This is an optimization exercise on Yosys and OpenROAD, whose aim is small area, a short achievable clock period and few clock cycles, not a production implementation. In this exercise RTL edits were held to simulation tests only and were not proved equivalent to the original. No activity file was given, so power comes from the tool's default toggle rates.

Setup of the baseline:
==> flow/design.v <==
module lzw_encoder (
    input  wire       clk,
    input  wire       rst,
    input  wire       in_valid,
    output wire       in_ready,
    input  wire [7:0] in_data,
    input  wire       in_last,
    output wire       out_valid,
    input  wire       out_ready,
    output wire [7:0] out_data,
    output wire       out_last,
    output reg        done,
    output reg        err,
    output reg  [8:0] tok_count,
    output reg  [9:0] next_code
);
    localparam DICT_CAP = 384;
    localparam NENT     = DICT_CAP - 256;    
    localparam QD       = 2;                 
    localparam QW       = 1;                 
    reg       h_v, h_l, n_v, n_l, s_v, s_l;
    reg [7:0] h_d, n_d, s_d;
    assign in_ready = !s_v;
    wire in_fire = in_valid && !s_v;
    reg [8:0] pfx [0:NENT-1];    
    reg [7:0] byt [0:NENT-1];
    reg [7:0] ncnt;              
    reg [NENT-1:0] be;           
    reg       be_ok;             
    reg       nm;                
    reg [6:0] nm_idx;            
    reg [8:0] cur;               
    reg       have_cur;          
    reg       pend;              
    reg       drain;             
    reg [8:0]    q_code [0:QD-1];
    reg          q_last [0:QD-1];
    reg          q_err  [0:QD-1];
    reg [QW-1:0] q_wp, q_rp;
    reg [QW:0]   q_cnt;
    reg          q_full;         
    reg       hit;
    reg [6:0] hit_idx;
    integer   i;
    always @(*) begin
        hit     = nm;
        hit_idx = nm ? nm_idx : 7'd0;
        for (i = 0; i < NENT; i = i + 1) begin
            if (be[i] && pfx[i] == cur) begin
                hit     = 1'b1;
                hit_idx = hit_idx | i[6:0];
            end
        end
    end
    wire full = ncnt[7];                        
    wire go   = h_v && !pend && !q_full &&      
                (be_ok || drain || !have_cur);
    wire look = go && !drain && have_cur;       
    wire miss_push = look && !hit;
    wire pend_push = pend && !q_full;
    wire push = pend_push || miss_push;
    wire push_last = pend || full;
    wire push_err  = !pend && full;
    wire pop;    
    wire [7:0] nh    = go ? n_d : h_d;
    wire       nh_ok = go ? n_v : h_v;
    reg [NENT-1:0] be_nx;
    always @(*) begin
        for (i = 0; i < NENT; i = i + 1)
            be_nx[i] = (i < ncnt) && byt[i] == nh;
    end
    wire nm_nx = look && !hit && !full && (cur == {1'b0, h_d}) && (nh == h_d);
    always @(posedge clk) begin
        if (!full) begin
            pfx[ncnt[6:0]] <= cur;
            byt[ncnt[6:0]] <= h_d;
        end
        be     <= be_nx;
        nm_idx <= ncnt[6:0];
        if (!q_full) begin
            q_code[q_wp] <= cur;
            q_last[q_wp] <= push_last;
            q_err[q_wp]  <= push_err;
        end
    end
    wire [QW:0] q_inc = q_cnt + 1'b1;
    wire [QW:0] q_dec = q_cnt - 1'b1;
    wire        q_nf  = (q_cnt == QD - 1);
    always @(posedge clk) begin
        if (rst) begin
            h_v <= 1'b0; n_v <= 1'b0; s_v <= 1'b0;
            be_ok <= 1'b0; nm <= 1'b0;
            have_cur <= 1'b0; pend <= 1'b0; drain <= 1'b0;
            ncnt <= 8'd0;
            q_wp <= {QW{1'b0}}; q_rp <= {QW{1'b0}};
            q_cnt <= {(QW+1){1'b0}}; q_full <= 1'b0;
        end else begin
            if (go) begin
                h_v <= n_v || in_fire;
                if (n_v) begin h_d <= n_d; h_l <= n_l; end
                else     begin h_d <= in_data; h_l <= in_last; end
                n_v <= s_v || (n_v && in_fire);
                if (s_v) begin n_d <= s_d; n_l <= s_l; end
                else     begin n_d <= in_data; n_l <= in_last; end
                s_v <= 1'b0;
            end else if (!h_v) begin
                h_v <= in_fire; h_d <= in_data; h_l <= in_last;
            end else if (!n_v) begin
                n_v <= in_fire; n_d <= in_data; n_l <= in_last;
            end else if (in_fire) begin
                s_v <= 1'b1; s_d <= in_data; s_l <= in_last;
            end
            be_ok <= nh_ok;
            nm    <= nm_nx;
            if (pend) begin
                if (!q_full) pend <= 1'b0;
            end else if (go) begin
                if (drain) begin
                    if (h_l) drain <= 1'b0;
                end else begin
                    cur <= (have_cur && hit) ? {2'b10, hit_idx} : {1'b0, h_d};
                    if (!have_cur) begin
                        if (h_l) pend <= 1'b1;
                        else     have_cur <= 1'b1;
                    end else if (hit) begin
                        if (h_l) begin pend <= 1'b1; have_cur <= 1'b0; ncnt <= 8'd0; end
                    end else if (full) begin
                        have_cur <= 1'b0;
                        ncnt <= 8'd0;
                        if (!h_l) drain <= 1'b1;
                    end else begin
                        if (h_l) begin pend <= 1'b1; have_cur <= 1'b0; ncnt <= 8'd0; end
                        else     ncnt <= ncnt + 8'd1;
                    end
                end
            end
            if (push) q_wp <= q_wp + 1'b1;
            if (pop)  q_rp <= q_rp + 1'b1;
            if (push) begin
                q_cnt  <= pop ? q_cnt : q_inc;
                q_full <= pop ? q_full : q_nf;
            end else begin
                q_cnt  <= pop ? q_dec : q_cnt;
                q_full <= pop ? 1'b0 : q_full;
            end
        end
    end
    reg       a_v, a_l, a_e;
    reg [1:0] a_d2;              
    reg [6:0] a_r;               
    wire      a_take;            
    assign pop = (q_cnt != 0) && (!a_v || a_take);
    wire [8:0] hc = q_code[q_rp];
    wire [1:0] hd2 = (hc >= 9'd300) ? 2'd3 : (hc >= 9'd200) ? 2'd2 :
                     (hc >= 9'd100) ? 2'd1 : 2'd0;
    wire [8:0] hr  = hc - 9'd100 * hd2;
    always @(posedge clk) begin
        if (rst) begin
            a_v <= 1'b0;
        end else if (!a_v || a_take) begin
            a_v  <= (q_cnt != 0);
            a_d2 <= hd2;
            a_r  <= hr[6:0];
            a_l  <= q_last[q_rp];
            a_e  <= q_err[q_rp];
        end
    end
    wire [3:0] c2 = {2'b00, a_d2};
    wire [3:0] c1 = a_r / 10;
    wire [3:0] c0 = a_r % 10;
    reg [15:0] csym;
    reg [2:0]  clen;
    always @(*) begin
        if (a_d2 != 2'd0) begin
            csym = {c2, c1, c0, 4'hC}; clen = 3'd4;
        end else if (a_r >= 7'd10) begin
            csym = {c1, c0, 4'hC, 4'hC}; clen = 3'd3;
        end else begin
            csym = {c0, 4'hC, 4'hC, 4'hC}; clen = 3'd2;
        end
        if (a_l) clen = clen - 3'd1;
    end
    reg        c_v, c_l, c_e;
    reg [15:0] c_sym;
    reg [2:0]  c_len;
    wire       c_take;           
    assign a_take = a_v && (!c_v || c_take);
    always @(posedge clk) begin
        if (rst) begin
            c_v <= 1'b0;
        end else if (!c_v || c_take) begin
            c_v <= a_v;
            c_sym <= csym; c_len <= clen; c_l <= a_l; c_e <= a_e;
        end
    end
    reg        ov, ol;
    reg [7:0]  ob;
    reg [11:0] t_sym;        
    reg [1:0]  t_cnt;
    reg        t_last, t_err;
    reg [8:0]  ctok;         
    reg        newmsg;       
    reg        dwait;        
    assign out_valid = ov;
    assign out_data  = ob;
    assign out_last  = ol;
    wire adv = !ov || out_ready;
    wire blk = (ov && ol) || dwait;
    assign c_take = adv && !blk && (t_cnt == 2'd0) && c_v;
    wire last_fire = ov && out_ready && ol;
    function [7:0] symbyte(input [3:0] s);
        symbyte = {3'b001, s != 4'hC, s};
    endfunction
    always @(posedge clk) begin
        if (rst) begin
            ov <= 1'b0; ol <= 1'b0; t_cnt <= 2'd0;
            newmsg <= 1'b1; ctok <= 9'd0; dwait <= 1'b0;
            done <= 1'b0;
        end else begin
            if (adv) begin
                if (blk) begin
                    ov <= 1'b0;
                end else if (t_cnt != 2'd0) begin
                    ov    <= 1'b1;
                    ob    <= symbyte(t_sym[11:8]);
                    ol    <= t_last && (t_cnt == 2'd1);
                    t_sym <= {t_sym[7:0], 4'h0};
                    t_cnt <= t_cnt - 2'd1;
                end else if (c_v) begin
                    ov     <= 1'b1;
                    ob     <= symbyte(c_sym[15:12]);
                    ol     <= c_l && (c_len == 3'd1);
                    t_sym  <= c_sym[11:0];
                    t_cnt  <= c_len[1:0] - 2'd1;
                    t_last <= c_l;
                    t_err  <= c_e;
                    newmsg <= c_l;
                    ctok   <= newmsg ? 9'd1 : ctok + 9'd1;
                end else begin
                    ov <= 1'b0;
                end
            end
            done <= 1'b0;
            if (last_fire) begin
                err       <= t_err;
                tok_count <= ctok;
                next_code <= {1'b0, ctok} + 10'd255;
                if (t_err && drain) dwait <= 1'b1;
                else                done  <= 1'b1;
            end else if (dwait && !drain) begin
                dwait <= 1'b0;
                done  <= 1'b1;
            end
        end
    end
endmodule
export LEC_CHECK = 0
export CAP_MARGIN = 20
export CORE_MARGIN = 2
export CORE_UTILIZATION = 40
export CTS_BUF_LIST = sky130_fd_sc_hd__clkbuf_16
export CTS_CLUSTER_DIAMETER = 80
export CTS_CLUSTER_SIZE = 24
export SLEW_MARGIN = 20
export SETUP_SLACK_MARGIN = 7.0
create_clock -name core_clock -period 10.0 [get_ports {clk}]
standard.sh (not shown) runs the stock make flow with config.mk's settings and CLKGATE_MAP_FILE= SYNTH_SCRIPT=/design/flow/synth_recipe.tcl, a recipe that flattens the netlist after the stock synthesis.
==> flow/flow/run.sh <==
#!/bin/bash
set -euo pipefail
MARGIN=$(cat flow/margin.txt)
grep -v '^export SETUP_SLACK_MARGIN' config.mk > config.mk.new
echo "export SETUP_SLACK_MARGIN = ${MARGIN}" >> config.mk.new
mv config.mk.new config.mk
bash standard.sh > standard.log 2>&1
==> flow/flow/margin.txt <==
7.0
Testbench counts of the baseline, summed over its fixed seeds: cycles 146,039.
--- input diff the baseline..the candidate ---
--- a/flow/design.v
+++ b/flow/design.v
@@ -30,6 +30,7 @@
     reg       nm;                
     reg [6:0] nm_idx;            
     reg [8:0] cur;               
+    reg [8:0] cur_n;             
     reg       have_cur;          
     reg       pend;              
     reg       drain;             
@@ -46,7 +47,7 @@
         hit     = nm;
         hit_idx = nm ? nm_idx : 7'd0;
         for (i = 0; i < NENT; i = i + 1) begin
-            if (be[i] && pfx[i] == cur) begin
+            if (be[i] && pfx[i] == (i < NENT / 2 ? cur : ~cur_n)) begin
                 hit     = 1'b1;
                 hit_idx = hit_idx | i[6:0];
             end
@@ -62,6 +63,12 @@
     wire push_last = pend || full;
     wire push_err  = !pend && full;
     wire pop;    
+    wire       cur_ld = go && !pend && !drain;
+    wire [8:0] cur_x  = (have_cur && hit) ? {2'b10, hit_idx} : {1'b0, h_d};
+    always @(posedge clk) begin
+        cur   <= cur_ld ?  cur_x : ~cur_n;
+        cur_n <= cur_ld ? ~cur_x : ~cur;
+    end
     wire [7:0] nh    = go ? n_d : h_d;
     wire       nh_ok = go ? n_v : h_v;
     reg [NENT-1:0] be_nx;
@@ -118,7 +125,6 @@
                 if (drain) begin
                     if (h_l) drain <= 1'b0;
                 end else begin
-                    cur <= (have_cur && hit) ? {2'b10, hit_idx} : {1'b0, h_d};
                     if (!have_cur) begin
                         if (h_l) pend <= 1'b1;
                         else     have_cur <= 1'b1;
--- outcome ---
- Wire: the candidate routes less than the baseline
- The final layout from the candidate, which completed every stage, passed the timing, design-rule and antenna checks at the end of the flow.
- Row register-to-register path setup slack: the candidate higher / the baseline lower
- Compared with the baseline, the candidate shows number of signal-net inverters in the final layout that has gone down by more than 10%.
- The candidate vs the baseline on first-iteration DRC count: the candidate is the lower one.
- For the combinational group share of total power, the candidate came in 8.7 points higher than the baseline did.
- Lower portion of the clock cycle consumed by the worst path in the final layout among the candidate and the baseline: the candidate
- Of the two values seen for standard cell with the maximum stage delay on the critical path, sky130_fd_sc_hd__nor4_1 was produced by the baseline and sky130_fd_sc_hd__nand4_1 by the candidate.
- [compare] base=the baseline new=the candidate: smallest hold slack moved down; die area level; number of clock buffers in the layout moved down; first-pass GRT wire length moved down.
Testbench counts of the candidate, summed over its fixed seeds: cycles 146,039.

---

RTL: the design.v shown in full above, as it stands there.
clock: 10.0 ns
lec_check: 0
cap_margin: 20
core_margin: 2
core_utilization: 40
cts_buf_list: sky130_fd_sc_hd__clkbuf_16
cts_cluster_diameter: 80
cts_cluster_size: 24
slew_margin: 20
setup_slack_margin: 6.5
==> flow/flow/margin.txt <==
6.5
Scripts as last shown in full above: flow/flow/run.sh
Testbench counts at the start, summed over its fixed seeds: cycles 146,039.
Change:
--- a/flow/design.v
+++ b/flow/design.v
@@ -76,6 +76,4 @@
             byt[ncnt[6:0]] <= h_d;
         end
-        be     <= be_nx;
-        nm_idx <= ncnt[6:0];
         if (!q_full) begin
             q_code[q_wp] <= cur;
@@ -111,6 +109,8 @@
                 s_v <= 1'b1; s_d <= in_data; s_l <= in_last;
             end
+            be    <= be_nx;
             be_ok <= nh_ok;
             nm    <= nm_nx;
+            nm_idx <= ncnt[6:0];
             if (pend) begin
                 if (!q_full) pend <= 1'b0;
What happened: The changed run finished clean; maximum frequency goes up by about 6.5%; area after synthesis goes up by about 1.4%; power goes up by 1.6%; non-clock buffer count goes down by 24; worst hold slack got worse by 0.012 ns; global-route usage barely changes.
Testbench counts after the change, summed over its fixed seeds: cycles 146,039.

==> separate check: timing with driven ports <==
Ports are ideal in the flow. The routed layouts listed here were re-timed in OpenROAD.
Step 1: set_driving_cell puts a clkbuf_16 on clk and a buf_2 on each other input, an assumption about the parent block.
Step 2 also shifts input and output timing later by t, the mid clock arrival at the registers, as if the neighbouring blocks saw the same clock.
a / b / c = ideal / step 1 / step 2; a / b = the first two.
run | shift t [ns] | slack for setup (ns) | worst slew at a driven data input, ns
the baseline | 0.954 | 6.210 / 6.210 / 5.749 | 0.06
the candidate | 0.933 | 6.413 / 6.413 / 6.214 | 0.04
the first run of note 2 | 0.944 | 6.126 / 6.126 / 5.556 | 0.04
the second run of note 2 | 0.941 | 6.362 / 6.362 / 5.735 | 0.05
After both steps every run listed still meets setup and hold. For the second run of note 2, which loses most, drivers alone change the setup slack by 0.000 ns; drivers and shift together by -0.627 ns.
